Source: an optimization exercise on an open RTL-to-GDS flow (aim: a short achievable clock period and few clock cycles). Production flows keep margins and buffers that such runs may drop. Function was not checked in any run shown here: the RTL went through the layout flow alone.

### flow/design.v
module crc32_rom (
    input  wire [7:0]  idx,
    output wire [31:0] data
);
    assign data[0] = idx[2];
    assign data[1] = idx[0] ^ idx[3];
    assign data[2] = idx[0] ^ idx[1] ^ idx[4];
    assign data[3] = idx[1] ^ idx[2] ^ idx[5];
    assign data[4] = idx[0] ^ idx[2] ^ idx[3] ^ idx[6];
    assign data[5] = idx[1] ^ idx[3] ^ idx[4] ^ idx[7];
    assign data[6] = idx[4] ^ idx[5];
    assign data[7] = idx[0] ^ idx[5] ^ idx[6];
    assign data[8] = idx[1] ^ idx[6] ^ idx[7];
    assign data[9] = idx[7];
    assign data[10] = idx[2];
    assign data[11] = idx[3];
    assign data[12] = idx[0] ^ idx[4];
    assign data[13] = idx[0] ^ idx[1] ^ idx[5];
    assign data[14] = idx[1] ^ idx[2] ^ idx[6];
    assign data[15] = idx[2] ^ idx[3] ^ idx[7];
    assign data[16] = idx[0] ^ idx[2] ^ idx[3] ^ idx[4];
    assign data[17] = idx[0] ^ idx[1] ^ idx[3] ^ idx[4] ^ idx[5];
    assign data[18] = idx[0] ^ idx[1] ^ idx[2] ^ idx[4] ^ idx[5] ^ idx[6];
    assign data[19] = idx[1] ^ idx[2] ^ idx[3] ^ idx[5] ^ idx[6] ^ idx[7];
    assign data[20] = idx[3] ^ idx[4] ^ idx[6] ^ idx[7];
    assign data[21] = idx[2] ^ idx[4] ^ idx[5] ^ idx[7];
    assign data[22] = idx[2] ^ idx[3] ^ idx[5] ^ idx[6];
    assign data[23] = idx[3] ^ idx[4] ^ idx[6] ^ idx[7];
    assign data[24] = idx[0] ^ idx[2] ^ idx[4] ^ idx[5] ^ idx[7];
    assign data[25] = idx[0] ^ idx[1] ^ idx[2] ^ idx[3] ^ idx[5] ^ idx[6];
    assign data[26] = idx[0] ^ idx[1] ^ idx[2] ^ idx[3] ^ idx[4] ^ idx[6] ^ idx[7];
    assign data[27] = idx[1] ^ idx[3] ^ idx[4] ^ idx[5] ^ idx[7];
    assign data[28] = idx[0] ^ idx[4] ^ idx[5] ^ idx[6];
    assign data[29] = idx[0] ^ idx[1] ^ idx[5] ^ idx[6] ^ idx[7];
    assign data[30] = idx[0] ^ idx[1] ^ idx[6] ^ idx[7];
    assign data[31] = idx[1] ^ idx[7];
endmodule
module crc32_t4 (
    input  wire [31:0] x,
    output wire [31:0] t
);
    assign t[0] = x[0] ^ x[1] ^ x[2] ^ x[3] ^ x[4] ^ x[6] ^ x[7] ^ x[8] ^ x[16] ^ x[20] ^ x[22] ^ x[23] ^ x[26];
    assign t[1] = x[1] ^ x[2] ^ x[3] ^ x[4] ^ x[5] ^ x[7] ^ x[8] ^ x[9] ^ x[17] ^ x[21] ^ x[23] ^ x[24] ^ x[27];
    assign t[2] = x[0] ^ x[2] ^ x[3] ^ x[4] ^ x[5] ^ x[6] ^ x[8] ^ x[9] ^ x[10] ^ x[18] ^ x[22] ^ x[24] ^ x[25] ^ x[28];
    assign t[3] = x[1] ^ x[3] ^ x[4] ^ x[5] ^ x[6] ^ x[7] ^ x[9] ^ x[10] ^ x[11] ^ x[19] ^ x[23] ^ x[25] ^ x[26] ^ x[29];
    assign t[4] = x[2] ^ x[4] ^ x[5] ^ x[6] ^ x[7] ^ x[8] ^ x[10] ^ x[11] ^ x[12] ^ x[20] ^ x[24] ^ x[26] ^ x[27] ^ x[30];
    assign t[5] = x[0] ^ x[3] ^ x[5] ^ x[6] ^ x[7] ^ x[8] ^ x[9] ^ x[11] ^ x[12] ^ x[13] ^ x[21] ^ x[25] ^ x[27] ^ x[28] ^ x[31];
    assign t[6] = x[0] ^ x[2] ^ x[3] ^ x[9] ^ x[10] ^ x[12] ^ x[13] ^ x[14] ^ x[16] ^ x[20] ^ x[23] ^ x[28] ^ x[29];
    assign t[7] = x[1] ^ x[3] ^ x[4] ^ x[10] ^ x[11] ^ x[13] ^ x[14] ^ x[15] ^ x[17] ^ x[21] ^ x[24] ^ x[29] ^ x[30];
    assign t[8] = x[0] ^ x[2] ^ x[4] ^ x[5] ^ x[11] ^ x[12] ^ x[14] ^ x[15] ^ x[16] ^ x[18] ^ x[22] ^ x[25] ^ x[30] ^ x[31];
    assign t[9] = x[0] ^ x[2] ^ x[4] ^ x[5] ^ x[7] ^ x[8] ^ x[12] ^ x[13] ^ x[15] ^ x[17] ^ x[19] ^ x[20] ^ x[22] ^ x[31];
    assign t[10] = x[0] ^ x[2] ^ x[4] ^ x[5] ^ x[7] ^ x[9] ^ x[13] ^ x[14] ^ x[18] ^ x[21] ^ x[22] ^ x[26];
    assign t[11] = x[1] ^ x[3] ^ x[5] ^ x[6] ^ x[8] ^ x[10] ^ x[14] ^ x[15] ^ x[19] ^ x[22] ^ x[23] ^ x[27];
    assign t[12] = x[2] ^ x[4] ^ x[6] ^ x[7] ^ x[9] ^ x[11] ^ x[15] ^ x[16] ^ x[20] ^ x[23] ^ x[24] ^ x[28];
    assign t[13] = x[0] ^ x[3] ^ x[5] ^ x[7] ^ x[8] ^ x[10] ^ x[12] ^ x[16] ^ x[17] ^ x[21] ^ x[24] ^ x[25] ^ x[29];
    assign t[14] = x[0] ^ x[1] ^ x[4] ^ x[6] ^ x[8] ^ x[9] ^ x[11] ^ x[13] ^ x[17] ^ x[18] ^ x[22] ^ x[25] ^ x[26] ^ x[30];
    assign t[15] = x[1] ^ x[2] ^ x[5] ^ x[7] ^ x[9] ^ x[10] ^ x[12] ^ x[14] ^ x[18] ^ x[19] ^ x[23] ^ x[26] ^ x[27] ^ x[31];
    assign t[16] = x[1] ^ x[4] ^ x[7] ^ x[10] ^ x[11] ^ x[13] ^ x[15] ^ x[16] ^ x[19] ^ x[22] ^ x[23] ^ x[24] ^ x[26] ^ x[27] ^ x[28];
    assign t[17] = x[2] ^ x[5] ^ x[8] ^ x[11] ^ x[12] ^ x[14] ^ x[16] ^ x[17] ^ x[20] ^ x[23] ^ x[24] ^ x[25] ^ x[27] ^ x[28] ^ x[29];
    assign t[18] = x[0] ^ x[3] ^ x[6] ^ x[9] ^ x[12] ^ x[13] ^ x[15] ^ x[17] ^ x[18] ^ x[21] ^ x[24] ^ x[25] ^ x[26] ^ x[28] ^ x[29] ^ x[30];
    assign t[19] = x[0] ^ x[1] ^ x[4] ^ x[7] ^ x[10] ^ x[13] ^ x[14] ^ x[16] ^ x[18] ^ x[19] ^ x[22] ^ x[25] ^ x[26] ^ x[27] ^ x[29] ^ x[30] ^ x[31];
    assign t[20] = x[0] ^ x[3] ^ x[4] ^ x[5] ^ x[6] ^ x[7] ^ x[11] ^ x[14] ^ x[15] ^ x[16] ^ x[17] ^ x[19] ^ x[22] ^ x[27] ^ x[28] ^ x[30] ^ x[31];
    assign t[21] = x[0] ^ x[2] ^ x[3] ^ x[5] ^ x[12] ^ x[15] ^ x[17] ^ x[18] ^ x[22] ^ x[26] ^ x[28] ^ x[29] ^ x[31];
    assign t[22] = x[2] ^ x[7] ^ x[8] ^ x[13] ^ x[18] ^ x[19] ^ x[20] ^ x[22] ^ x[26] ^ x[27] ^ x[29] ^ x[30];
    assign t[23] = x[0] ^ x[3] ^ x[8] ^ x[9] ^ x[14] ^ x[19] ^ x[20] ^ x[21] ^ x[23] ^ x[27] ^ x[28] ^ x[30] ^ x[31];
    assign t[24] = x[2] ^ x[3] ^ x[6] ^ x[7] ^ x[8] ^ x[9] ^ x[10] ^ x[15] ^ x[16] ^ x[21] ^ x[23] ^ x[24] ^ x[26] ^ x[28] ^ x[29] ^ x[31];
    assign t[25] = x[1] ^ x[2] ^ x[6] ^ x[9] ^ x[10] ^ x[11] ^ x[17] ^ x[20] ^ x[23] ^ x[24] ^ x[25] ^ x[26] ^ x[27] ^ x[29] ^ x[30];
    assign t[26] = x[2] ^ x[3] ^ x[7] ^ x[10] ^ x[11] ^ x[12] ^ x[18] ^ x[21] ^ x[24] ^ x[25] ^ x[26] ^ x[27] ^ x[28] ^ x[30] ^ x[31];
    assign t[27] = x[0] ^ x[1] ^ x[2] ^ x[6] ^ x[7] ^ x[11] ^ x[12] ^ x[13] ^ x[16] ^ x[19] ^ x[20] ^ x[23] ^ x[25] ^ x[27] ^ x[28] ^ x[29] ^ x[31];
    assign t[28] = x[0] ^ x[4] ^ x[6] ^ x[12] ^ x[13] ^ x[14] ^ x[16] ^ x[17] ^ x[21] ^ x[22] ^ x[23] ^ x[24] ^ x[28] ^ x[29] ^ x[30];
    assign t[29] = x[0] ^ x[1] ^ x[5] ^ x[7] ^ x[13] ^ x[14] ^ x[15] ^ x[17] ^ x[18] ^ x[22] ^ x[23] ^ x[24] ^ x[25] ^ x[29] ^ x[30] ^ x[31];
    assign t[30] = x[3] ^ x[4] ^ x[7] ^ x[14] ^ x[15] ^ x[18] ^ x[19] ^ x[20] ^ x[22] ^ x[24] ^ x[25] ^ x[30] ^ x[31];
    assign t[31] = x[0] ^ x[1] ^ x[2] ^ x[3] ^ x[5] ^ x[6] ^ x[7] ^ x[15] ^ x[19] ^ x[21] ^ x[22] ^ x[25] ^ x[31];
endmodule
module crc32_fold (
    input  wire [31:0] w,
    input  wire [2:0]  f,
    input  wire [31:0] s_sv,
    input  wire        sres,
    output wire [31:0] r
);
    wire [31:0] c1, c2, c3;
    assign c1[0] = w[2] ^ w[8];
    assign c1[1] = w[0] ^ w[3] ^ w[9];
    assign c1[2] = w[0] ^ w[1] ^ w[4] ^ w[10];
    assign c1[3] = w[1] ^ w[2] ^ w[5] ^ w[11];
    assign c1[4] = w[0] ^ w[2] ^ w[3] ^ w[6] ^ w[12];
    assign c1[5] = w[1] ^ w[3] ^ w[4] ^ w[7] ^ w[13];
    assign c1[6] = w[4] ^ w[5] ^ w[14];
    assign c1[7] = w[0] ^ w[5] ^ w[6] ^ w[15];
    assign c1[8] = w[1] ^ w[6] ^ w[7] ^ w[16];
    assign c1[9] = w[7] ^ w[17];
    assign c1[10] = w[2] ^ w[18];
    assign c1[11] = w[3] ^ w[19];
    assign c1[12] = w[0] ^ w[4] ^ w[20];
    assign c1[13] = w[0] ^ w[1] ^ w[5] ^ w[21];
    assign c1[14] = w[1] ^ w[2] ^ w[6] ^ w[22];
    assign c1[15] = w[2] ^ w[3] ^ w[7] ^ w[23];
    assign c1[16] = w[0] ^ w[2] ^ w[3] ^ w[4] ^ w[24];
    assign c1[17] = w[0] ^ w[1] ^ w[3] ^ w[4] ^ w[5] ^ w[25];
    assign c1[18] = w[0] ^ w[1] ^ w[2] ^ w[4] ^ w[5] ^ w[6] ^ w[26];
    assign c1[19] = w[1] ^ w[2] ^ w[3] ^ w[5] ^ w[6] ^ w[7] ^ w[27];
    assign c1[20] = w[3] ^ w[4] ^ w[6] ^ w[7] ^ w[28];
    assign c1[21] = w[2] ^ w[4] ^ w[5] ^ w[7] ^ w[29];
    assign c1[22] = w[2] ^ w[3] ^ w[5] ^ w[6] ^ w[30];
    assign c1[23] = w[3] ^ w[4] ^ w[6] ^ w[7] ^ w[31];
    assign c1[24] = w[0] ^ w[2] ^ w[4] ^ w[5] ^ w[7];
    assign c1[25] = w[0] ^ w[1] ^ w[2] ^ w[3] ^ w[5] ^ w[6];
    assign c1[26] = w[0] ^ w[1] ^ w[2] ^ w[3] ^ w[4] ^ w[6] ^ w[7];
    assign c1[27] = w[1] ^ w[3] ^ w[4] ^ w[5] ^ w[7];
    assign c1[28] = w[0] ^ w[4] ^ w[5] ^ w[6];
    assign c1[29] = w[0] ^ w[1] ^ w[5] ^ w[6] ^ w[7];
    assign c1[30] = w[0] ^ w[1] ^ w[6] ^ w[7];
    assign c1[31] = w[1] ^ w[7];
    assign c2[0] = w[0] ^ w[4] ^ w[6] ^ w[7] ^ w[10] ^ w[16];
    assign c2[1] = w[1] ^ w[5] ^ w[7] ^ w[8] ^ w[11] ^ w[17];
    assign c2[2] = w[2] ^ w[6] ^ w[8] ^ w[9] ^ w[12] ^ w[18];
    assign c2[3] = w[3] ^ w[7] ^ w[9] ^ w[10] ^ w[13] ^ w[19];
    assign c2[4] = w[4] ^ w[8] ^ w[10] ^ w[11] ^ w[14] ^ w[20];
    assign c2[5] = w[5] ^ w[9] ^ w[11] ^ w[12] ^ w[15] ^ w[21];
    assign c2[6] = w[0] ^ w[4] ^ w[7] ^ w[12] ^ w[13] ^ w[22];
    assign c2[7] = w[1] ^ w[5] ^ w[8] ^ w[13] ^ w[14] ^ w[23];
    assign c2[8] = w[0] ^ w[2] ^ w[6] ^ w[9] ^ w[14] ^ w[15] ^ w[24];
    assign c2[9] = w[1] ^ w[3] ^ w[4] ^ w[6] ^ w[15] ^ w[25];
    assign c2[10] = w[2] ^ w[5] ^ w[6] ^ w[10] ^ w[26];
    assign c2[11] = w[3] ^ w[6] ^ w[7] ^ w[11] ^ w[27];
    assign c2[12] = w[0] ^ w[4] ^ w[7] ^ w[8] ^ w[12] ^ w[28];
    assign c2[13] = w[0] ^ w[1] ^ w[5] ^ w[8] ^ w[9] ^ w[13] ^ w[29];
    assign c2[14] = w[1] ^ w[2] ^ w[6] ^ w[9] ^ w[10] ^ w[14] ^ w[30];
    assign c2[15] = w[2] ^ w[3] ^ w[7] ^ w[10] ^ w[11] ^ w[15] ^ w[31];
    assign c2[16] = w[0] ^ w[3] ^ w[6] ^ w[7] ^ w[8] ^ w[10] ^ w[11] ^ w[12];
    assign c2[17] = w[0] ^ w[1] ^ w[4] ^ w[7] ^ w[8] ^ w[9] ^ w[11] ^ w[12] ^ w[13];
    assign c2[18] = w[1] ^ w[2] ^ w[5] ^ w[8] ^ w[9] ^ w[10] ^ w[12] ^ w[13] ^ w[14];
    assign c2[19] = w[0] ^ w[2] ^ w[3] ^ w[6] ^ w[9] ^ w[10] ^ w[11] ^ w[13] ^ w[14] ^ w[15];
    assign c2[20] = w[0] ^ w[1] ^ w[3] ^ w[6] ^ w[11] ^ w[12] ^ w[14] ^ w[15];
    assign c2[21] = w[1] ^ w[2] ^ w[6] ^ w[10] ^ w[12] ^ w[13] ^ w[15];
    assign c2[22] = w[2] ^ w[3] ^ w[4] ^ w[6] ^ w[10] ^ w[11] ^ w[13] ^ w[14];
    assign c2[23] = w[3] ^ w[4] ^ w[5] ^ w[7] ^ w[11] ^ w[12] ^ w[14] ^ w[15];
    assign c2[24] = w[0] ^ w[5] ^ w[7] ^ w[8] ^ w[10] ^ w[12] ^ w[13] ^ w[15];
    assign c2[25] = w[1] ^ w[4] ^ w[7] ^ w[8] ^ w[9] ^ w[10] ^ w[11] ^ w[13] ^ w[14];
    assign c2[26] = w[2] ^ w[5] ^ w[8] ^ w[9] ^ w[10] ^ w[11] ^ w[12] ^ w[14] ^ w[15];
    assign c2[27] = w[0] ^ w[3] ^ w[4] ^ w[7] ^ w[9] ^ w[11] ^ w[12] ^ w[13] ^ w[15];
    assign c2[28] = w[0] ^ w[1] ^ w[5] ^ w[6] ^ w[7] ^ w[8] ^ w[12] ^ w[13] ^ w[14];
    assign c2[29] = w[1] ^ w[2] ^ w[6] ^ w[7] ^ w[8] ^ w[9] ^ w[13] ^ w[14] ^ w[15];
    assign c2[30] = w[2] ^ w[3] ^ w[4] ^ w[6] ^ w[8] ^ w[9] ^ w[14] ^ w[15];
    assign c2[31] = w[3] ^ w[5] ^ w[6] ^ w[9] ^ w[15];
    assign c3[0] = w[0] ^ w[8] ^ w[12] ^ w[14] ^ w[15] ^ w[18] ^ w[24];
    assign c3[1] = w[0] ^ w[1] ^ w[9] ^ w[13] ^ w[15] ^ w[16] ^ w[19] ^ w[25];
    assign c3[2] = w[0] ^ w[1] ^ w[2] ^ w[10] ^ w[14] ^ w[16] ^ w[17] ^ w[20] ^ w[26];
    assign c3[3] = w[1] ^ w[2] ^ w[3] ^ w[11] ^ w[15] ^ w[17] ^ w[18] ^ w[21] ^ w[27];
    assign c3[4] = w[0] ^ w[2] ^ w[3] ^ w[4] ^ w[12] ^ w[16] ^ w[18] ^ w[19] ^ w[22] ^ w[28];
    assign c3[5] = w[0] ^ w[1] ^ w[3] ^ w[4] ^ w[5] ^ w[13] ^ w[17] ^ w[19] ^ w[20] ^ w[23] ^ w[29];
    assign c3[6] = w[1] ^ w[2] ^ w[4] ^ w[5] ^ w[6] ^ w[8] ^ w[12] ^ w[15] ^ w[20] ^ w[21] ^ w[30];
    assign c3[7] = w[2] ^ w[3] ^ w[5] ^ w[6] ^ w[7] ^ w[9] ^ w[13] ^ w[16] ^ w[21] ^ w[22] ^ w[31];
    assign c3[8] = w[3] ^ w[4] ^ w[6] ^ w[7] ^ w[8] ^ w[10] ^ w[14] ^ w[17] ^ w[22] ^ w[23];
    assign c3[9] = w[0] ^ w[4] ^ w[5] ^ w[7] ^ w[9] ^ w[11] ^ w[12] ^ w[14] ^ w[23];
    assign c3[10] = w[1] ^ w[5] ^ w[6] ^ w[10] ^ w[13] ^ w[14] ^ w[18];
    assign c3[11] = w[0] ^ w[2] ^ w[6] ^ w[7] ^ w[11] ^ w[14] ^ w[15] ^ w[19];
    assign c3[12] = w[1] ^ w[3] ^ w[7] ^ w[8] ^ w[12] ^ w[15] ^ w[16] ^ w[20];
    assign c3[13] = w[0] ^ w[2] ^ w[4] ^ w[8] ^ w[9] ^ w[13] ^ w[16] ^ w[17] ^ w[21];
    assign c3[14] = w[0] ^ w[1] ^ w[3] ^ w[5] ^ w[9] ^ w[10] ^ w[14] ^ w[17] ^ w[18] ^ w[22];
    assign c3[15] = w[1] ^ w[2] ^ w[4] ^ w[6] ^ w[10] ^ w[11] ^ w[15] ^ w[18] ^ w[19] ^ w[23];
    assign c3[16] = w[2] ^ w[3] ^ w[5] ^ w[7] ^ w[8] ^ w[11] ^ w[14] ^ w[15] ^ w[16] ^ w[18] ^ w[19] ^ w[20];
    assign c3[17] = w[0] ^ w[3] ^ w[4] ^ w[6] ^ w[8] ^ w[9] ^ w[12] ^ w[15] ^ w[16] ^ w[17] ^ w[19] ^ w[20] ^ w[21];
    assign c3[18] = w[1] ^ w[4] ^ w[5] ^ w[7] ^ w[9] ^ w[10] ^ w[13] ^ w[16] ^ w[17] ^ w[18] ^ w[20] ^ w[21] ^ w[22];
    assign c3[19] = w[2] ^ w[5] ^ w[6] ^ w[8] ^ w[10] ^ w[11] ^ w[14] ^ w[17] ^ w[18] ^ w[19] ^ w[21] ^ w[22] ^ w[23];
    assign c3[20] = w[3] ^ w[6] ^ w[7] ^ w[8] ^ w[9] ^ w[11] ^ w[14] ^ w[19] ^ w[20] ^ w[22] ^ w[23];
    assign c3[21] = w[4] ^ w[7] ^ w[9] ^ w[10] ^ w[14] ^ w[18] ^ w[20] ^ w[21] ^ w[23];
    assign c3[22] = w[0] ^ w[5] ^ w[10] ^ w[11] ^ w[12] ^ w[14] ^ w[18] ^ w[19] ^ w[21] ^ w[22];
    assign c3[23] = w[0] ^ w[1] ^ w[6] ^ w[11] ^ w[12] ^ w[13] ^ w[15] ^ w[19] ^ w[20] ^ w[22] ^ w[23];
    assign c3[24] = w[0] ^ w[1] ^ w[2] ^ w[7] ^ w[8] ^ w[13] ^ w[15] ^ w[16] ^ w[18] ^ w[20] ^ w[21] ^ w[23];
    assign c3[25] = w[1] ^ w[2] ^ w[3] ^ w[9] ^ w[12] ^ w[15] ^ w[16] ^ w[17] ^ w[18] ^ w[19] ^ w[21] ^ w[22];
    assign c3[26] = w[2] ^ w[3] ^ w[4] ^ w[10] ^ w[13] ^ w[16] ^ w[17] ^ w[18] ^ w[19] ^ w[20] ^ w[22] ^ w[23];
    assign c3[27] = w[3] ^ w[4] ^ w[5] ^ w[8] ^ w[11] ^ w[12] ^ w[15] ^ w[17] ^ w[19] ^ w[20] ^ w[21] ^ w[23];
    assign c3[28] = w[4] ^ w[5] ^ w[6] ^ w[8] ^ w[9] ^ w[13] ^ w[14] ^ w[15] ^ w[16] ^ w[20] ^ w[21] ^ w[22];
    assign c3[29] = w[5] ^ w[6] ^ w[7] ^ w[9] ^ w[10] ^ w[14] ^ w[15] ^ w[16] ^ w[17] ^ w[21] ^ w[22] ^ w[23];
    assign c3[30] = w[6] ^ w[7] ^ w[10] ^ w[11] ^ w[12] ^ w[14] ^ w[16] ^ w[17] ^ w[22] ^ w[23];
    assign c3[31] = w[7] ^ w[11] ^ w[13] ^ w[14] ^ w[17] ^ w[23];
    assign r = ({32{f[0]}} & c1) | ({32{f[1]}} & c2) | ({32{f[2]}} & c3) |
               ({32{sres}} & s_sv);
endmodule
module crc32_vin (
    input  wire [31:0] din,
    input  wire [1:0]  n,
    input  wire [31:0] y,
    output wire [31:0] v
);
    assign v = y ^ (din & {{8{n[1] & n[0]}}, {8{n[1]}}, {8{n[1] | n[0]}}, 8'hFF});
endmodule
module crc32_xnext (
    input  wire [31:0] t,
    input  wire [31:0] v,
    input  wire [31:0] x,
    input  wire        upd,
    input  wire        set,
    input  wire        keep,
    output wire [31:0] s_in,
    output wire [31:0] x_d
);
    localparam [31:0] X_INIT = 32'h9226F562;   
    assign s_in = t ^ v;
    assign x_d  = ({32{upd}} & s_in) | ({32{set}} & X_INIT) | ({32{keep}} & x);
endmodule
module crc32_ynext (
    input  wire [31:0] din,
    input  wire [31:0] r,
    input  wire [31:0] y,
    input  wire        load,
    input  wire        keep,
    output wire [31:0] y_d
);
    assign y_d = ({32{load}} & din) | r | ({32{keep}} & y);
endmodule
module crc32_dsrc (
    input  wire [31:0] t_rd,
    input  wire [31:0] d_sv,
    input  wire        rt,
    input  wire        dres,
    output wire [31:0] r
);
    assign r = ({32{rt}} & t_rd) | ({32{dres}} & d_sv);
endmodule
module crc32_dnext (
    input  wire [31:0] t,
    input  wire [31:0] y,
    input  wire [31:0] r,
    input  wire [31:0] dout,
    input  wire        rds,
    input  wire        fin,
    input  wire        keep,
    output wire [31:0] s_cur,
    output wire [31:0] d_d
);
    assign s_cur = t ^ y;
    assign d_d = ({32{rds}} & s_cur) | ({32{fin}} & ~s_cur) | r | ({32{keep}} & dout);
endmodule
module crc32_sel (
    input  wire       cmd_valid,
    input  wire       ready,
    input  wire [2:0] op,         
    input  wire       rst,
    input  wire       rst_q,
    input  wire       keep_q,
    input  wire       rt_q,
    input  wire       dres_q,
    output wire       upd,
    output wire       x_set,
    output wire       y_load,
    output wire       xy_keep,
    output wire       d_rds,
    output wire       d_fin,
    output wire       d_rt,
    output wire       d_res,
    output wire       d_keep
);
    wire acc = cmd_valid & ready;
    assign upd     = acc & op[1] & op[0];                     
    assign x_set   = (acc & ~op[2] & ~op[1] & op[0]) | rst_q;  
    assign y_load  = acc & op[1] & ~op[0];                    
    assign xy_keep = keep_q & ~(acc & (op[1] | (~op[2] & op[0])));
    assign d_rds   = ~rst & acc & op[2] & ~op[1] & ~op[0];    
    assign d_fin   = ~rst & acc & op[2] & ~op[1] &  op[0];    
    assign d_rt    = ~rst & rt_q;
    assign d_res   = ~rst & dres_q;
    assign d_keep  = ~rst & ~rt_q & ~dres_q & ~(acc & op[2] & ~op[1]);
endmodule
module crc32_ctl (
    input  wire       cmd_valid,
    input  wire       ready,
    input  wire [7:0] cmd,
    input  wire       rst,
    input  wire       err_q,
    output wire       keep_d,
    output wire       sres_d,
    output wire       dres_d,
    output wire [2:0] fold_d,
    output wire       err_d,
    output wire       ready_d,
    output wire       rt_d
);
    wire zhi      = ~cmd[7] & ~cmd[3] & ~cmd[2];
    wire zlo      = ~cmd[1] & ~cmd[0];
    wire full     = cmd[1] & cmd[0];
    wire op_upd   = zhi & ~cmd[6] &  cmd[5] &  cmd[4];
    wire op_init  = zhi & ~cmd[6] & ~cmd[5] &  cmd[4] & zlo;
    wire op_load  = zhi & ~cmd[6] &  cmd[5] & ~cmd[4] & zlo;
    wire op_rds   = zhi &  cmd[6] & ~cmd[5] & ~cmd[4] & zlo;
    wire op_fin   = zhi &  cmd[6] & ~cmd[5] &  cmd[4] & zlo;
    wire op_rdt   = zhi &  cmd[6] &  cmd[5] & ~cmd[4] & zlo;
    wire op_nop   = zhi & ~cmd[6] & ~cmd[5] & ~cmd[4] & zlo;
    wire op_short = op_upd & ~full;
    wire fast     = (op_upd & full) | op_init | op_load | op_rds | op_fin | op_nop;
    wire legal    = fast | op_short | op_rdt;
    wire acc      = cmd_valid & ready;
    wire go       = acc & ~rst;
    assign keep_d  = ~rst & ~(acc & ~fast);
    assign sres_d  = go & ~(fast | op_short);
    assign dres_d  = go & ~legal;
    assign fold_d  = {3{go & op_short}} & {cmd[1] & ~cmd[0], ~cmd[1] & cmd[0], zlo};
    assign err_d   = ~rst & (err_q | (go & ~legal));
    assign ready_d = ~rst & ~(go & ~fast);
    assign rt_d    = go & op_rdt;
endmodule
module crc32_engine (
    input  wire        clk,
    input  wire        rst,
    input  wire        cmd_valid,
    output wire        cmd_ready,
    input  wire [7:0]  cmd,
    input  wire [31:0] din,
    output wire [31:0] dout,
    output wire        err
);
    reg [31:0] x_q;       
    reg [31:0] y_q;       
    reg [31:0] w_q;       
    reg [31:0] s_sv_q;    
    reg [31:0] d_sv_q;    
    reg [2:0]  fold_q;    
    reg        rst_q;     
    reg        keep_q;    
    reg        sres_q;    
    reg        dres_q;    
    reg [31:0] dout_q;    
    reg        err_q;     
    reg        ready_q;   
    reg        rt_q;      
    reg [7:0]  idx_q;     
    wire upd, x_set, y_load, xy_keep, d_rds, d_fin, d_rt, d_res, d_keep;
    crc32_sel u_sel (
        .cmd_valid(cmd_valid), .ready(ready_q), .op(cmd[6:4]), .rst(rst),
        .rst_q(rst_q), .keep_q(keep_q), .rt_q(rt_q), .dres_q(dres_q),
        .upd(upd), .x_set(x_set), .y_load(y_load), .xy_keep(xy_keep),
        .d_rds(d_rds), .d_fin(d_fin), .d_rt(d_rt), .d_res(d_res), .d_keep(d_keep));
    wire keep_d, sres_d, dres_d, err_d, ready_d, rt_d;
    wire [2:0] fold_d;
    crc32_ctl u_ctl (
        .cmd_valid(cmd_valid), .ready(ready_q), .cmd(cmd), .rst(rst), .err_q(err_q),
        .keep_d(keep_d), .sres_d(sres_d), .dres_d(dres_d), .fold_d(fold_d),
        .err_d(err_d), .ready_d(ready_d), .rt_d(rt_d));
    wire [31:0] t4, v, s_in, x_d, r_y, y_d, t_rd, r_d, s_cur, d_d;
    crc32_t4    u_t4   (.x(x_q), .t(t4));
    crc32_vin   u_vin  (.din(din), .n(cmd[1:0]), .y(y_q), .v(v));
    crc32_xnext u_xn   (.t(t4), .v(v), .x(x_q), .upd(upd), .set(x_set), .keep(xy_keep),
                        .s_in(s_in), .x_d(x_d));
    crc32_fold  u_fold (.w(w_q), .f(fold_q), .s_sv(s_sv_q), .sres(sres_q), .r(r_y));
    crc32_ynext u_yn   (.din(din), .r(r_y), .y(y_q), .load(y_load), .keep(xy_keep), .y_d(y_d));
    crc32_rom   u_rom  (.idx(idx_q), .data(t_rd));
    crc32_dsrc  u_ds   (.t_rd(t_rd), .d_sv(d_sv_q), .rt(d_rt), .dres(d_res), .r(r_d));
    crc32_dnext u_dn   (.t(t4), .y(y_q), .r(r_d), .dout(dout_q), .rds(d_rds), .fin(d_fin),
                        .keep(d_keep), .s_cur(s_cur), .d_d(d_d));
    always @(posedge clk) begin
        idx_q   <= din[7:0];
        w_q     <= s_in;
        s_sv_q  <= s_cur;
        d_sv_q  <= dout_q;
        rst_q   <= rst;
        keep_q  <= keep_d;
        sres_q  <= sres_d;
        dres_q  <= dres_d;
        fold_q  <= fold_d;
        x_q     <= x_d;
        y_q     <= y_d;
        dout_q  <= d_d;
        err_q   <= err_d;
        ready_q <= ready_d;
        rt_q    <= rt_d;
    end
    assign cmd_ready = ready_q;
    assign dout      = dout_q;
    assign err       = err_q;
endmodule
### flow/flow/run.sh
#!/bin/bash
# Standard layout (the standard.sh, which runs the standard synthesis
# script), with more slow cells kept out of synthesis and repair: three-input
# XORs, high-stack OR/NOR/AND-OR cells and the like. Registers are untouched
# (flip-flops are mapped before ABC and none of them is in the list).
set -euo pipefail
PL=$(cat flow/platform_dont_use.txt)
EXTRA=$(cat flow/extra_dont_use.txt)
bash standard.sh "DONT_USE_CELLS=$PL $EXTRA" finish > standard.log 2>&1
### flow/flow/extra_dont_use.txt
sky130_fd_sc_hd__a2111o_1 sky130_fd_sc_hd__a2111o_2 sky130_fd_sc_hd__a2111o_4 sky130_fd_sc_hd__a2111oi_0 sky130_fd_sc_hd__a2111oi_1 sky130_fd_sc_hd__a2111oi_2 sky130_fd_sc_hd__a2111oi_4 sky130_fd_sc_hd__a222oi_1 sky130_fd_sc_hd__a41o_1 sky130_fd_sc_hd__a41o_2 sky130_fd_sc_hd__a41o_4 sky130_fd_sc_hd__a41oi_1 sky130_fd_sc_hd__a41oi_2 sky130_fd_sc_hd__a41oi_4 sky130_fd_sc_hd__nor4_1 sky130_fd_sc_hd__nor4_2 sky130_fd_sc_hd__nor4_4 sky130_fd_sc_hd__nor4b_1 sky130_fd_sc_hd__nor4b_2 sky130_fd_sc_hd__nor4b_4 sky130_fd_sc_hd__nor4bb_1 sky130_fd_sc_hd__nor4bb_2 sky130_fd_sc_hd__nor4bb_4 sky130_fd_sc_hd__o2111a_1 sky130_fd_sc_hd__o2111a_2 sky130_fd_sc_hd__o2111a_4 sky130_fd_sc_hd__o2111ai_1 sky130_fd_sc_hd__o2111ai_2 sky130_fd_sc_hd__o2111ai_4 sky130_fd_sc_hd__o41a_1 sky130_fd_sc_hd__o41a_2 sky130_fd_sc_hd__o41a_4 sky130_fd_sc_hd__o41ai_1 sky130_fd_sc_hd__o41ai_2 sky130_fd_sc_hd__o41ai_4 sky130_fd_sc_hd__or3_1 sky130_fd_sc_hd__or3_2 sky130_fd_sc_hd__or3_4 sky130_fd_sc_hd__or3b_1 sky130_fd_sc_hd__or3b_2 sky130_fd_sc_hd__or3b_4 sky130_fd_sc_hd__or4_1 sky130_fd_sc_hd__or4_2 sky130_fd_sc_hd__or4_4 sky130_fd_sc_hd__or4b_1 sky130_fd_sc_hd__or4b_2 sky130_fd_sc_hd__or4b_4 sky130_fd_sc_hd__or4bb_1 sky130_fd_sc_hd__or4bb_2 sky130_fd_sc_hd__or4bb_4 sky130_fd_sc_hd__xnor3_1 sky130_fd_sc_hd__xnor3_2 sky130_fd_sc_hd__xnor3_4 sky130_fd_sc_hd__xor3_1 sky130_fd_sc_hd__xor3_2 sky130_fd_sc_hd__xor3_4  sky130_fd_sc_hd__a211oi_1 sky130_fd_sc_hd__a211oi_2 sky130_fd_sc_hd__a211oi_4 sky130_fd_sc_hd__a221o_1 sky130_fd_sc_hd__a221o_2 sky130_fd_sc_hd__a221o_4 sky130_fd_sc_hd__a221oi_1 sky130_fd_sc_hd__a221oi_2 sky130_fd_sc_hd__a221oi_4 sky130_fd_sc_hd__a311o_1 sky130_fd_sc_hd__a311o_2 sky130_fd_sc_hd__a311o_4 sky130_fd_sc_hd__a311oi_1 sky130_fd_sc_hd__a311oi_2 sky130_fd_sc_hd__a311oi_4 sky130_fd_sc_hd__a32o_1 sky130_fd_sc_hd__a32o_2 sky130_fd_sc_hd__a32o_4 sky130_fd_sc_hd__a32oi_1 sky130_fd_sc_hd__a32oi_2 sky130_fd_sc_hd__a32oi_4 sky130_fd_sc_hd__and4_1 sky130_fd_sc_hd__and4_2 sky130_fd_sc_hd__and4_4 sky130_fd_sc_hd__and4b_1 sky130_fd_sc_hd__and4b_2 sky130_fd_sc_hd__and4b_4 sky130_fd_sc_hd__and4bb_1 sky130_fd_sc_hd__and4bb_2 sky130_fd_sc_hd__and4bb_4 sky130_fd_sc_hd__mux4_1 sky130_fd_sc_hd__mux4_2 sky130_fd_sc_hd__mux4_4 sky130_fd_sc_hd__nand4_1 sky130_fd_sc_hd__nand4_2 sky130_fd_sc_hd__nand4_4 sky130_fd_sc_hd__nand4b_1 sky130_fd_sc_hd__nand4b_2 sky130_fd_sc_hd__nand4b_4 sky130_fd_sc_hd__nand4bb_1 sky130_fd_sc_hd__nand4bb_2 sky130_fd_sc_hd__nand4bb_4 sky130_fd_sc_hd__nor3_1 sky130_fd_sc_hd__nor3_2 sky130_fd_sc_hd__nor3_4 sky130_fd_sc_hd__nor3b_1 sky130_fd_sc_hd__nor3b_2 sky130_fd_sc_hd__nor3b_4 sky130_fd_sc_hd__o211ai_1 sky130_fd_sc_hd__o211ai_2 sky130_fd_sc_hd__o211ai_4 sky130_fd_sc_hd__o221a_1 sky130_fd_sc_hd__o221a_2 sky130_fd_sc_hd__o221a_4 sky130_fd_sc_hd__o221ai_1 sky130_fd_sc_hd__o221ai_2 sky130_fd_sc_hd__o221ai_4 sky130_fd_sc_hd__o311a_1 sky130_fd_sc_hd__o311a_2 sky130_fd_sc_hd__o311a_4 sky130_fd_sc_hd__o311ai_0 sky130_fd_sc_hd__o311ai_1 sky130_fd_sc_hd__o311ai_2 sky130_fd_sc_hd__o311ai_4 sky130_fd_sc_hd__o32a_1 sky130_fd_sc_hd__o32a_2 sky130_fd_sc_hd__o32a_4 sky130_fd_sc_hd__o32ai_1 sky130_fd_sc_hd__o32ai_2 sky130_fd_sc_hd__o32ai_4 
### flow/flow/platform_dont_use.txt
sky130_fd_sc_hd__lpflow_bleeder_1 sky130_fd_sc_hd__lpflow_clkbufkapwr_1 sky130_fd_sc_hd__lpflow_clkbufkapwr_16 sky130_fd_sc_hd__lpflow_clkbufkapwr_2 sky130_fd_sc_hd__lpflow_clkbufkapwr_4 sky130_fd_sc_hd__lpflow_clkbufkapwr_8 sky130_fd_sc_hd__lpflow_clkinvkapwr_1 sky130_fd_sc_hd__lpflow_clkinvkapwr_16 sky130_fd_sc_hd__lpflow_clkinvkapwr_2 sky130_fd_sc_hd__lpflow_clkinvkapwr_4 sky130_fd_sc_hd__lpflow_clkinvkapwr_8 sky130_fd_sc_hd__lpflow_decapkapwr_12 sky130_fd_sc_hd__lpflow_decapkapwr_3 sky130_fd_sc_hd__lpflow_decapkapwr_4 sky130_fd_sc_hd__lpflow_decapkapwr_6 sky130_fd_sc_hd__lpflow_decapkapwr_8 sky130_fd_sc_hd__lpflow_inputiso0n_1 sky130_fd_sc_hd__lpflow_inputiso0p_1 sky130_fd_sc_hd__lpflow_inputiso1n_1 sky130_fd_sc_hd__lpflow_inputiso1p_1 sky130_fd_sc_hd__lpflow_inputisolatch_1 sky130_fd_sc_hd__lpflow_isobufsrc_1 sky130_fd_sc_hd__lpflow_isobufsrc_16 sky130_fd_sc_hd__lpflow_isobufsrc_2 sky130_fd_sc_hd__lpflow_isobufsrc_4 sky130_fd_sc_hd__lpflow_isobufsrc_8 sky130_fd_sc_hd__lpflow_isobufsrckapwr_16 sky130_fd_sc_hd__lpflow_lsbuf_lh_hl_isowell_tap_1 sky130_fd_sc_hd__lpflow_lsbuf_lh_hl_isowell_tap_2 sky130_fd_sc_hd__lpflow_lsbuf_lh_hl_isowell_tap_4 sky130_fd_sc_hd__lpflow_lsbuf_lh_isowell_4 sky130_fd_sc_hd__lpflow_lsbuf_lh_isowell_tap_1 sky130_fd_sc_hd__lpflow_lsbuf_lh_isowell_tap_2 sky130_fd_sc_hd__lpflow_lsbuf_lh_isowell_tap_4 sky130_fd_sc_hd__probe_p_8 sky130_fd_sc_hd__probec_p_8 
### flow/standard.sh
#!/bin/bash
# synth_recipe.tcl (not shown) runs the flow's synth.tcl, then flattens the netlist and writes it again
# the make line also repeats each setting of config.mk as NAME=value (left out here)
make -C /OpenROAD-flow-scripts/flow DESIGN_CONFIG=/design/flow/config.mk WORK_HOME=/design/flow/orfs CLKGATE_MAP_FILE= SYNTH_SCRIPT=/design/flow/synth_recipe.tcl "${@:-finish}"
### flow/config.mk
export PLATFORM = sky130hd
export DESIGN_NAME = crc32_engine
export DESIGN_NICKNAME = crc32_engine
export VERILOG_FILES = /design/flow/design.v
export SDC_FILE = /design/flow/constraint.sdc
export NUM_CORES = 4
export LEC_CHECK = 0
export ABC_CLOCK_PERIOD_IN_PS = 1000
export CAP_MARGIN = 20
export CORE_MARGIN = 2
export CORE_UTILIZATION = 40
export SETUP_SLACK_MARGIN = 5.0
export SLEW_MARGIN = 20
export SYNTH_HIERARCHICAL = 1
export TNS_END_PERCENT = 100
### flow/constraint.sdc
create_clock -name core_clock -period 6.0 [get_ports {clk}]
set_input_delay 1.2000 -clock core_clock [delete_from_list [all_inputs] [get_ports {clk}]]
set_output_delay 1.2000 -clock core_clock [all_outputs]
set_load 0.01 [all_outputs]
==> results.cfg, run 1 <==
[layout]
layout-drive-gt1-share_pct = 63.9
final_common_cell = buf_4
multiInputGateArea_mm2 = 0.0150
seq_area_mm2 = 0.00447
syn_to_final_growth_pct = 87.8
fin_nets = 1979
final_cell_mix = buf_4 (227), xnor2_1 (190), buf_6 (187)
fin_cells = 2418
n_fill_cell = 1771

[critical_path]
cp.required_ps = 6430
startpoint_type = flip-flop
endpoint_kind = flip-flop
r2r_setup_slack_ps = 3430
crit_fanout = 4
path_buf_inv = 2
worstSetupPathType = flip-flop to flip-flop
crit_chain = xor2_4 -> buf_6 -> xnor2_4 -> xnor2_4 -> xnor2_2 -> xnor2_2 -> xor2_2 -> buf_6 -> mux2_2
cp_top_family = XOR/XNOR gates
cpMaxStageDelayCell = dfxtp_4
arrival_ps = 3000
critPathMaxStageDelay_ps = 460

[drt]
drcViolationCount = 0
drt_iter0_markers = 1724
wl_per_cell_um = 34.8
drt_pre_antenna_iters = 7
vias_per_cell = 6.11
ant_nets = 0
wl_met3_um = 9070
dr_wl_met2_um = 37600
vias = 14781
m1WireLength_um = 27700
routed.top_layer = met5
wirelength_um = 84100

[placement]
portBuffers = 76
place_hpwl_um = 38100
gp_congestion = 0.941
dp.cells = 1908

[clocking]
clock_latency_ps = 560
clock_tree.buffer_depth = 3
cts_tree = built
cts-buffers-inserted = 25
clock-sinks = 210
clk_pin_slew_ps = 70
cts-root-buf = clkbuf_16
htreeDepth = 1

[sta]
max_freq_ghz = 0.389
rsz0062_at_grt = true
hold_ws_ps = 392
period_needed_ps = 2570
setup_viol = 0
slew_headroom_pct = 57.0
hold_viol_final = 0
clock_skew_ps = 25.4
slew_violations = 0
max_slew.worst_pin.slew_ps = 644
tns_ps = 0
post-route-period-util_pct = 42.9

[floorplan]
coreArea_mm2 = 0.0355
die_y_um = 194
row_count = 69
die_w_um = 194
io_pins = 77
die_area_mm2 = 0.0374
start_util_pct = 40.5

[logic_synthesis]
synth_cells = 1463
syn_area_per_cell_um2 = 9.82
yosys.area.top_type = dfxtp_1
synth_edf_count = 0
yosysWarningCount = 7
ys_seq_area_share_pct = 29.3
syn_area_mm2 = 0.0144
synth_area_leaders = dfxtp_1 (29%), xnor2_1 (28%), xor2_1 (11%)
synth-seq-cells = 210
yosysTopAreaCellShare_pct = 29.3
synthFlopType = dfxtp_1
syn-num-nets = 1506
ys_types = 41
synthArstFlopShare_pct = 0

[job]
cap_violations = 0

[grt]
grt_pass1_wl_um = 98400
overflow = 0
grt_usage_pct = 36.0
grt_antenna_before_repair = 6
grt_max_degree = 33
grt_pass1_vias = 14019

[hold_path]
hp-class = flip-flop to flip-flop

[status]
status = finished clean
==> final timing paths <==
path | startpoint | endpoint | depth (start not counted)
min reg2reg | dout_q[20] | d_sv_q[20] | 0
max reg2reg | x_q[30] | dout_q[18] | 9
max | x_q[30] | dout_q[18] | 9
min | dout_q[20] | d_sv_q[20] | 0
==> through the flow <==
| step | cell area (µm²) | utilization, % | setup WS (ps) |
|---|---|---|---|
| floorplan | 15500 | - | 3590 |
| global placement | 15900 | 44.9 | 2680 |
| detailed placement | 15900 | 44.9 | 2670 |
| CTS | 24300 | 68.4 | 3670 |
| global route | 27000 | 76.0 | 3450 |
| finish | 27000 | 76.0 | 3430 |
==> per-module statistics from Yosys (local to each module, per instance) <==
module / area (µm²) / cells / copies in the design
crc32_vin: 413 / 59 / 1
crc32_xnext: 711 / 86 / 1
crc32_t4: 2190 / 250 / 1
crc32_fold: 4010 / 481 / 1
crc32_engine: 4200 / 210 / 1
crc32_ynext: 449 / 102 / 1
crc32_ctl: 156 / 27 / 1
crc32_sel: 115 / 18 / 1
crc32_rom: 460 / 51 / 1
crc32_dsrc: 350 / 38 / 1
crc32_dnext: 1300 / 141 / 1
==> layout make-up <==
cell class	instances	area share, %
sequential	210	16.6
multi-input combinational	1149	55.4
timing repair buffer	544	22.5
tap	461	2.14
clock inverter	11	0.547
inverter	4	0.0974
antenna	3	0.0278
timing repair inverter	2	0.0557
clock buffer	34	2.59
==> state kept, by name (all words and copies together), names as in the netlist <==
signal / cells
d_sv_q: 32
dout_q: 32
dres_q: 1
err_q: 1
fold_q: 3
idx_q: 8
keep_q: 1
ready_q: 1
rst_q: 1
rt_q: 1
s_sv_q: 32
sres_q: 1
w_q: 32
x_q: 32
y_q: 32
==> cell usage after synthesis, types with 9 or more instances <==
| cell | number |
|---|---|
| nand2_1 | 104 |
| xnor2_1 | 458 |
| a21oi_1 | 82 |
| dfxtp_1 | 210 |
| clkbuf_1 | 18 |
| xnor2_2 | 33 |
| a211o_1 | 64 |
| buf_2 | 33 |
| o21ai_0 | 59 |
| a21bo_1 | 12 |
| buf_4 | 21 |
| xor2_1 | 174 |
| a22o_1 | 50 |
| mux2_2 | 32 |
| o21ai_1 | 9 |
| buf_6 | 27 |
==> layer usage <==
layer | global-route usage [%] | vias to the layer above
met3 | 7.64 | 577
li1 | - | 5726
met1 | 41.7 | 7222
met2 | 58.5 | 1250
met5 | 0 | -
met4 | 26.9 | 6
==> what timing repair did <==
item                                    in CTS  in global routing
pin swaps                                  279                221
endpoints found under the setup margin     212                203
hold buffers                                 0                  0
cloned                                      21                  1
hold endpoints to repair                     0                  0
resized for setup                          998                258
buffers inserted                           323                117
==> cells by family (layout without fill, tap and decap cells) <==
| family | after synthesis | count (layout) | synth area share [%] |
|---|---|---|---|
| other | 0 | 3 | 0 |
| multiplexers | 32 | 32 | 2.51 |
| AO/OA/AOI/OAI | 291 | 291 | 13.9 |
| flip-flops | 210 | 210 | 29.3 |
| XOR/XNOR | 682 | 682 | 45.0 |
| buffers and inverters | 109 | 595 | 5.15 |
| AND/OR/NAND/NOR | 139 | 144 | 4.23 |
==> inputs of run 2 (changes only) <==
--- a/flow/config.mk
+++ b/flow/config.mk
@@ -9,7 +9,7 @@
 export CAP_MARGIN = 20
 export CORE_MARGIN = 2
 export CORE_UTILIZATION = 40
-export SETUP_SLACK_MARGIN = 5.0
+export SETUP_SLACK_MARGIN = 4.6
 export SLEW_MARGIN = 20
 export SYNTH_HIERARCHICAL = 1
 export TNS_END_PERCENT = 100
==> run 2 against run 1 <==
Effect of this change:
- still clean on timing, DRC and antenna
- wire length fell by 1.1%
- synthesized area did not move
- synthesized cell count did not move
- register-to-register slack got worse by 150 ps
- via count fell by 0.75%
- cell count fell by 0.12%
- worst setup slack got worse by 150 ps
- die area did not move
- sequential share of layout area barely moved
==> results.cfg, run 2 <==
[status]
status = finished clean

[sta]
setup_viol = 0
post-route-period-util_pct = 45.4
slew_headroom_pct = 56.5
hold_viol_final = 0
slew_violations = 0
max_slew.worst_pin.slew_ps = 649
rsz0062_at_grt = true
period_needed_ps = 2720
clock_skew_ps = 29.3
setup_ws_ps = 3280
max_freq_ghz = 0.367
tns_ps = 0

[critical_path]
arrival_ps = 3150
cp-endpoint = dout_q[20]
endpoint_kind = flip-flop
cp.required_ps = 6420
critPathMaxStageDelay_ps = 430
path_buf_inv = 1
cp_common_cell = xnor2_2
crit_chain = xor2_4 -> xnor2_2 -> xnor2_2 -> xnor2_2 -> xnor2_2 -> buf_6 -> xor2_4 -> mux2_4
r2r_start = x_q[3]
r2r_setup_slack_ps = 3280
r2r_cells = 8
cpMaxStageDelayCell = dfxtp_4
worstSetupPathType = flip-flop to flip-flop
worstSetupStartpoint = x_q[3]
r2r_end = dout_q[20]
path_depth = 8
crit_fanout = 4
startpoint_type = flip-flop
cp_top_family = XOR/XNOR gates

[grt]
grt_pass1_vias = 14015
grt_antenna_before_repair = 2
overflow = 0
grt_max_degree = 33
grt_usage_pct = 36.0
grt_pass1_wl_um = 98300

[job]
cap_violations = 0

[clocking]
cts_tree = built
clk_pin_slew_ps = 70
clock-sinks = 210
hold_buffers = 0
htreeDepth = 1
clock_tree.buffer_depth = 3
clock_latency_ps = 560
cts-root-buf = clkbuf_16
cts-buffers-inserted = 25

[drt]
ant_nets = 0
wirelength_um = 83100
drt_pre_antenna_iters = 7
drt_iter0_markers = 1628
vias = 14670
wl_per_cell_um = 34.4
vias_per_cell = 6.07
drcViolationCount = 0

[hold_path]
min-delay-start = dout_q[20]
hp-class = flip-flop to flip-flop

[logic_synthesis]
synth_simple_gate_area_share_pct = 4.23
synth_cells = 1463
syn_area_per_cell_um2 = 9.82
synth_area_leaders = dfxtp_1 (29%), xnor2_1 (28%), xor2_1 (11%)
synthAdderAreaFrac_pct = 0
synthFlopType = dfxtp_1
yosysWarningCount = 7
synthArstFlopShare_pct = 0
syn_area_mm2 = 0.0144
ys_seq_area_share_pct = 29.3
yosysTopAreaCellShare_pct = 29.3
syn-num-nets = 1506
synth_edf_count = 0
synth_most_common_cell = xnor2_1
synth-seq-cells = 210
ys_types = 41
synth_xor_area_share_pct = 45.0
yosys.area.top_type = dfxtp_1
synth_common_cells = xnor2_1 (458), dfxtp_1 (210), xor2_1 (174)
synth_top_family_by_area = XOR/XNOR gates
synth_compound_area_share_pct = 13.9
synth.area.mux_share_pct = 2.51

[floorplan]
coreArea_mm2 = 0.0355
start_util_pct = 40.5
io_pins = 77
die_w_um = 194
die_y_um = 194
row_count = 69
die_area_mm2 = 0.0374

[placement]
place_hpwl_um = 38100
gp_congestion = 0.941
portBuffers = 76
place_ws_ps = 2670

[layout]
layout-drive-gt1-share_pct = 63.5
final_common_cell = buf_4
fin_nets = 1978
final_cell_mix = buf_4 (228), xnor2_1 (190), buf_6 (184)
syn_to_final_growth_pct = 87.9
[run 2: metrics by stage]
| step | instance area [µm²] | hold WS (ps) | cells | util [%] |
|---|---|---|---|---|
| after floorplan | 15500 | 386 | 1463 | - |
| after global placement | 15900 | 372 | 1908 | 44.9 |
| after detailed placement | 15900 | 374 | 1908 | 44.9 |
| after CTS | 24300 | 383 | 2297 | 68.5 |
| after global routing | 27000 | 399 | 2414 | 76.1 |
| final | 27000 | 393 | 2415 | 76.1 |
[run 2: metal layers]
layer	share of wire, %	GRT usage, %	wire [µm]
met2	45	58.5	37700
met4	11	26.9	9310
met5	0.016	0	13
met3	11	7.64	9070
met1	33	41.7	27000
[run 2: worst min path at each step]
stage,slack [ps],endpoint,cells after the start
2_1_floorplan,390,d_sv_q[30],0
3_3_place_gp,370,d_sv_q[4],0
3_5_place_dp,370,d_sv_q[30],0
4_1_cts,380,d_sv_q[8],0
5_1_grt,400,d_sv_q[20],0
6_report,390,d_sv_q[20],0
[run 2: per-module statistics from Yosys, one instance, submodules excluded]
module | cell area, µm² | cells inside | flip-flops and latches
crc32_t4 | 2190 | 250 | 0
crc32_ynext | 449 | 102 | 0
crc32_dnext | 1300 | 141 | 0
crc32_xnext | 711 | 86 | 0
crc32_rom | 460 | 51 | 0
crc32_dsrc | 350 | 38 | 0
crc32_engine | 4200 | 210 | 210
crc32_ctl | 156 | 27 | 0
crc32_vin | 413 | 59 | 0
crc32_sel | 115 | 18 | 0
crc32_fold | 4010 | 481 | 0
[run 2: what timing repair did]
action,CTS,global route
gates cloned,21,1
pin swaps,279,219
resized for setup,971,255
endpoints found under the setup margin,204,203
setup buffers,323,116
[run 2: final cells by class]
cell class                 count  area, µm²
timing repair buffer         543       6100
inverter                       4       26.3
multi-input combinational   1149      15000
tap                          461        577
fill                        1784       8490
timing repair inverter         2       15.0
antenna                        1       2.50
clock buffer                  34        699
sequential                   210       4470
clock inverter                11        148
[run 2: logic make-up after synthesis]
family	after synthesis
AND/OR/NAND/NOR	139
XOR/XNOR	682
multiplexers	32
buffers and inverters	109
AO/OA/AOI/OAI	291
flip-flops	210
==> inputs of run 3 (changes only) <==
--- a/flow/design.v
+++ b/flow/design.v
@@ -35,10 +35,26 @@
     assign data[30] = idx[0] ^ idx[1] ^ idx[6] ^ idx[7];
     assign data[31] = idx[1] ^ idx[7];
 endmodule
-module crc32_t4 (
+module crc32_core (
     input  wire [31:0] x,
-    output wire [31:0] t
+    input  wire [31:0] y,
+    input  wire [31:0] din,
+    input  wire [1:0]  n,
+    input  wire        upd,
+    input  wire        set,
+    input  wire        keep,
+    input  wire [31:0] r,
+    input  wire [31:0] dout,
+    input  wire        rds,
+    input  wire        fin,
+    input  wire        d_keep,
+    output wire [31:0] s_in,
+    output wire [31:0] s_cur,
+    output wire [31:0] x_d,
+    output wire [31:0] d_d
 );
+    localparam [31:0] X_INIT = 32'h9226F562;   
+    wire [31:0] t;
     assign t[0] = x[0] ^ x[1] ^ x[2] ^ x[3] ^ x[4] ^ x[6] ^ x[7] ^ x[8] ^ x[16] ^ x[20] ^ x[22] ^ x[23] ^ x[26];
     assign t[1] = x[1] ^ x[2] ^ x[3] ^ x[4] ^ x[5] ^ x[7] ^ x[8] ^ x[9] ^ x[17] ^ x[21] ^ x[23] ^ x[24] ^ x[27];
     assign t[2] = x[0] ^ x[2] ^ x[3] ^ x[4] ^ x[5] ^ x[6] ^ x[8] ^ x[9] ^ x[10] ^ x[18] ^ x[22] ^ x[24] ^ x[25] ^ x[28];
@@ -71,6 +87,11 @@
     assign t[29] = x[0] ^ x[1] ^ x[5] ^ x[7] ^ x[13] ^ x[14] ^ x[15] ^ x[17] ^ x[18] ^ x[22] ^ x[23] ^ x[24] ^ x[25] ^ x[29] ^ x[30] ^ x[31];
     assign t[30] = x[3] ^ x[4] ^ x[7] ^ x[14] ^ x[15] ^ x[18] ^ x[19] ^ x[20] ^ x[22] ^ x[24] ^ x[25] ^ x[30] ^ x[31];
     assign t[31] = x[0] ^ x[1] ^ x[2] ^ x[3] ^ x[5] ^ x[6] ^ x[7] ^ x[15] ^ x[19] ^ x[21] ^ x[22] ^ x[25] ^ x[31];
+    wire [31:0] dmask = {{8{n[1] & n[0]}}, {8{n[1]}}, {8{n[1] | n[0]}}, 8'hFF};
+    assign s_cur = t ^ y;
+    assign s_in  = t ^ (y ^ (din & dmask));
+    assign x_d   = ({32{upd}} & s_in) | ({32{set}} & X_INIT) | ({32{keep}} & x);
+    assign d_d   = ({32{rds}} & s_cur) | ({32{fin}} & ~s_cur) | r | ({32{d_keep}} & dout);
 endmodule
 module crc32_fold (
     input  wire [31:0] w,
@@ -179,28 +200,6 @@
     assign r = ({32{f[0]}} & c1) | ({32{f[1]}} & c2) | ({32{f[2]}} & c3) |
                ({32{sres}} & s_sv);
 endmodule
-module crc32_vin (
-    input  wire [31:0] din,
-    input  wire [1:0]  n,
-    input  wire [31:0] y,
-    output wire [31:0] v
-);
-    assign v = y ^ (din & {{8{n[1] & n[0]}}, {8{n[1]}}, {8{n[1] | n[0]}}, 8'hFF});
-endmodule
-module crc32_xnext (
-    input  wire [31:0] t,
-    input  wire [31:0] v,
-    input  wire [31:0] x,
-    input  wire        upd,
-    input  wire        set,
-    input  wire        keep,
-    output wire [31:0] s_in,
-    output wire [31:0] x_d
-);
-    localparam [31:0] X_INIT = 32'h9226F562;   
-    assign s_in = t ^ v;
-    assign x_d  = ({32{upd}} & s_in) | ({32{set}} & X_INIT) | ({32{keep}} & x);
-endmodule
 module crc32_ynext (
     input  wire [31:0] din,
     input  wire [31:0] r,
@@ -220,20 +219,6 @@
 );
     assign r = ({32{rt}} & t_rd) | ({32{dres}} & d_sv);
 endmodule
-module crc32_dnext (
-    input  wire [31:0] t,
-    input  wire [31:0] y,
-    input  wire [31:0] r,
-    input  wire [31:0] dout,
-    input  wire        rds,
-    input  wire        fin,
-    input  wire        keep,
-    output wire [31:0] s_cur,
-    output wire [31:0] d_d
-);
-    assign s_cur = t ^ y;
-    assign d_d = ({32{rds}} & s_cur) | ({32{fin}} & ~s_cur) | r | ({32{keep}} & dout);
-endmodule
 module crc32_sel (
     input  wire       cmd_valid,
     input  wire       ready,
@@ -338,17 +323,14 @@
         .cmd_valid(cmd_valid), .ready(ready_q), .cmd(cmd), .rst(rst), .err_q(err_q),
         .keep_d(keep_d), .sres_d(sres_d), .dres_d(dres_d), .fold_d(fold_d),
         .err_d(err_d), .ready_d(ready_d), .rt_d(rt_d));
-    wire [31:0] t4, v, s_in, x_d, r_y, y_d, t_rd, r_d, s_cur, d_d;
-    crc32_t4    u_t4   (.x(x_q), .t(t4));
-    crc32_vin   u_vin  (.din(din), .n(cmd[1:0]), .y(y_q), .v(v));
-    crc32_xnext u_xn   (.t(t4), .v(v), .x(x_q), .upd(upd), .set(x_set), .keep(xy_keep),
-                        .s_in(s_in), .x_d(x_d));
+    wire [31:0] s_in, x_d, r_y, y_d, t_rd, r_d, s_cur, d_d;
+    crc32_core  u_core (.x(x_q), .y(y_q), .din(din), .n(cmd[1:0]), .upd(upd), .set(x_set),
+                        .keep(xy_keep), .r(r_d), .dout(dout_q), .rds(d_rds), .fin(d_fin),
+                        .d_keep(d_keep), .s_in(s_in), .s_cur(s_cur), .x_d(x_d), .d_d(d_d));
     crc32_fold  u_fold (.w(w_q), .f(fold_q), .s_sv(s_sv_q), .sres(sres_q), .r(r_y));
     crc32_ynext u_yn   (.din(din), .r(r_y), .y(y_q), .load(y_load), .keep(xy_keep), .y_d(y_d));
     crc32_rom   u_rom  (.idx(idx_q), .data(t_rd));
     crc32_dsrc  u_ds   (.t_rd(t_rd), .d_sv(d_sv_q), .rt(d_rt), .dres(d_res), .r(r_d));
-    crc32_dnext u_dn   (.t(t4), .y(y_q), .r(r_d), .dout(dout_q), .rds(d_rds), .fin(d_fin),
-                        .keep(d_keep), .s_cur(s_cur), .d_d(d_d));
     always @(posedge clk) begin
         idx_q   <= din[7:0];
         w_q     <= s_in;
==> run 3 against run 2 <==
Effect of this change:
- flip-flop and latch count unchanged
- global-route usage decreased by 0.42 points
- synthesized area decreased by 3.6%
- via count decreased by 4.5%
- clock-buffer cell count unchanged
- maximum frequency increased by 14%
- cell count about the same
- highest routed layer unchanged
==> results.cfg, run 3 <==
[clocking]
clock_tree.buffer_depth = 3
hold_buffers = 0
cts-root-buf = clkbuf_16
htreeDepth = 1
cts-buffers-inserted = 24
clk_pin_slew_ps = 60
clock_latency_ps = 550
clock-sinks = 210
cts_tree = built

[logic_synthesis]
yosys.area.top_type = dfxtp_1
synth_common_cells = xnor2_1 (477), dfxtp_1 (210), nand2_1 (153)
synth_edf_count = 0
yosysWarningCount = 7
synthArstFlopShare_pct = 0
synthFlopType = dfxtp_1
synth_most_common_cell = xnor2_1
syn_area_mm2 = 0.0138
syn-num-nets = 1494
synth-seq-cells = 210
synth_cells = 1451
ys_types = 42
synth_area_leaders = dfxtp_1 (30%), xnor2_1 (30%), xor2_1 (6.8%)
ys_seq_area_share_pct = 30.4
syn_area_per_cell_um2 = 9.54
yosysTopAreaCellShare_pct = 30.4

[placement]
portBuffers = 76
gp_congestion = 0.979
place_ws_ps = 2550
place_hpwl_um = 36700

[drt]
ant_nets = 0
drt_iter0_markers = 1514
wirelength_um = 78200
vias_per_cell = 5.81
vias = 14017
drt_pre_antenna_iters = 8
wl_per_cell_um = 32.4
drcViolationCount = 0

[critical_path]
r2r_start = x_q[0]
cp.required_ps = 6430
worstSetupPathType = flip-flop to flip-flop
arrival_ps = 2820
r2r_cells = 10
r2r_end = x_q[23]
r2r_setup_slack_ps = 3610
startpoint_type = flip-flop
crit_fanout = 3
endpoint_kind = flip-flop

[floorplan]
die_w_um = 190
die_area_mm2 = 0.0361
start_util_pct = 40.4
io_pins = 77
row_count = 68
die_y_um = 190
coreArea_mm2 = 0.0343

[grt]
overflow = 0
grt_antenna_before_repair = 4
grt_pass1_vias = 12948
grt_usage_pct = 35.5
grt_max_degree = 33
grt_pass1_wl_um = 91300

[hold_path]
min-delay-start = dout_q[13]
min_to = d_sv_q[13]
whs_path_depth = 0
hp-class = flip-flop to flip-flop

[layout]
final_cell_mix = buf_6 (216), buf_4 (206), xnor2_1 (186)
fin_util_pct = 77.1
syn_to_final_growth_pct = 90.9
fin_nets = 1984
layout-drive-gt1-share_pct = 63.0
final_common_cell = buf_6

[sta]
tns_ps = 0
max_slew.worst_pin.slew_ps = 604
period_needed_ps = 2390
slew_violations = 0
setup_viol = 0
max_freq_ghz = 0.419
rsz0062_at_grt = true
slew_headroom_pct = 59.6
clock_skew_ps = 20.9
setup_ws_ps = 3610
post-route-period-util_pct = 39.8
hold_viol_final = 0

[status]
status = finished clean

[job]
cap_violations = 0
## run 3: cell count changes after synthesis, sizes merged, moves of 6 or more
cell	delta
a211o	-59
a21oi	+31
buf	-6
inv	+10
mux2	-32
mux2i	+21
nand2	+49
nand3	-7
nor2	+11
o21ai	-7
xnor2	+36
xor2	-68
## run 3: final cells by class
cell class | count | area [µm²]
multi-input cells | 1129 | 14200
clock buffers | 34 | 709
flip-flops and latches | 210 | 4450
inverters | 15 | 82.6
diodes | 1 | 2.50
fillers | 1766 | 7870
clock inverters | 9 | 92.6
repair inverters | 3 | 23.8
repair buffers | 558 | 6320
well taps | 455 | 569
## run 3: modules after synthesis, one instance, submodules excluded
module,cells,flip-flops and latches,times used
crc32_engine,210,210,1
crc32_core,524,0,1
crc32_fold,481,0,1
crc32_rom,51,0,1
crc32_ynext,102,0,1
crc32_dsrc,38,0,1
crc32_ctl,27,0,1
crc32_sel,18,0,1
## run 3: cell families (layout without fill, tap and decap cells)
group           count (synthesis)  in the layout  synth area share, %
buf+inv                       118            619                 5.05
simple gates                  194            200                 5.86
other cells                     0              1                    0
compound gates                258            258                 11.6
flops                         210            210                 30.4
mux                            21             21                 1.52
xor+xnor                      650            650                 45.6
## run 3: how the worst max path moves through the flow
stage | from | endpoint
3_3_place_gp | cmd[1] | x_q[15]
5_1_grt | x_q[0] | x_q[23]
6_report | x_q[0] | x_q[23]
2_1_floorplan | cmd_valid | x_q[14]
3_5_place_dp | cmd[1] | x_q[15]
4_1_cts | dout_q[10] | dout[10]
## run 3: worst max-delay path, stage by stage (launching register included)
cell,delay (ps)
dfxtp_4,380
buf_6,120
buf_6,110
buf_8,130
xor2_4,170
xnor2_2,400
xnor2_2,220
xnor2_4,260
buf_6,170
xnor2_4,90
a22o_1,210
## run 3: per-stage QoR
step / hold WS (ps) / area [µm²] / instances
finish: 383 / 26400 / 2414
global route: 387 / 26400 / 2413
floorplan: 376 / 15000 / 1451
detailed placement: 348 / 15500 / 1899
global placement: 346 / 15500 / 1899
CTS: 378 / 23000 / 2265
## run 3: layer usage
metal	track usage, %	part of all wire [%]
met1	42.1	33
met2	56.9	45
met3	7.97	11
met4	25.6	12
met5	0	0.11
## run 3: timing repair
action,4_1_cts,5_1_grt
gates resized for setup,904,316
pin swaps,315,250
setup endpoints to repair,204,207
setup buffers,308,147
gates cloned,15,1

-- re-timing with driven ports --
The results above use ideal ports. As a check the final layouts listed here were re-extracted and re-timed, cells and wires unchanged. Step 1 sets driving cells, clkbuf_16 on the clock port and buf_2 on the other inputs (assumed; they add their load-dependent delay and slew). Step 2 adds t to the input delays and takes it off the output delays; t is the mean of the earliest and latest rising clock arrival at the registers after step 1. Input paths then give back, and output paths get back, about the clock's delay inside the block. a / b / c = ideal / step 1 / step 2; a / b = the first two.
run | shift t [ns] | setup slack, ns | worst data-port slew with drivers (ns)
run 1 | 0.597 | 3.426 / 3.426 / 3.034 | 0.14
run 2 | 0.599 | 3.278 / 3.278 / 3.055 | 0.14
run 3 | 0.592 | 3.612 / 3.612 / 3.257 | 0.08
After both steps setup and hold are still met in every run listed. The setup slack of run 1, which loses most, moves by 0.000 ns with the drivers and by -0.392 ns with both steps.
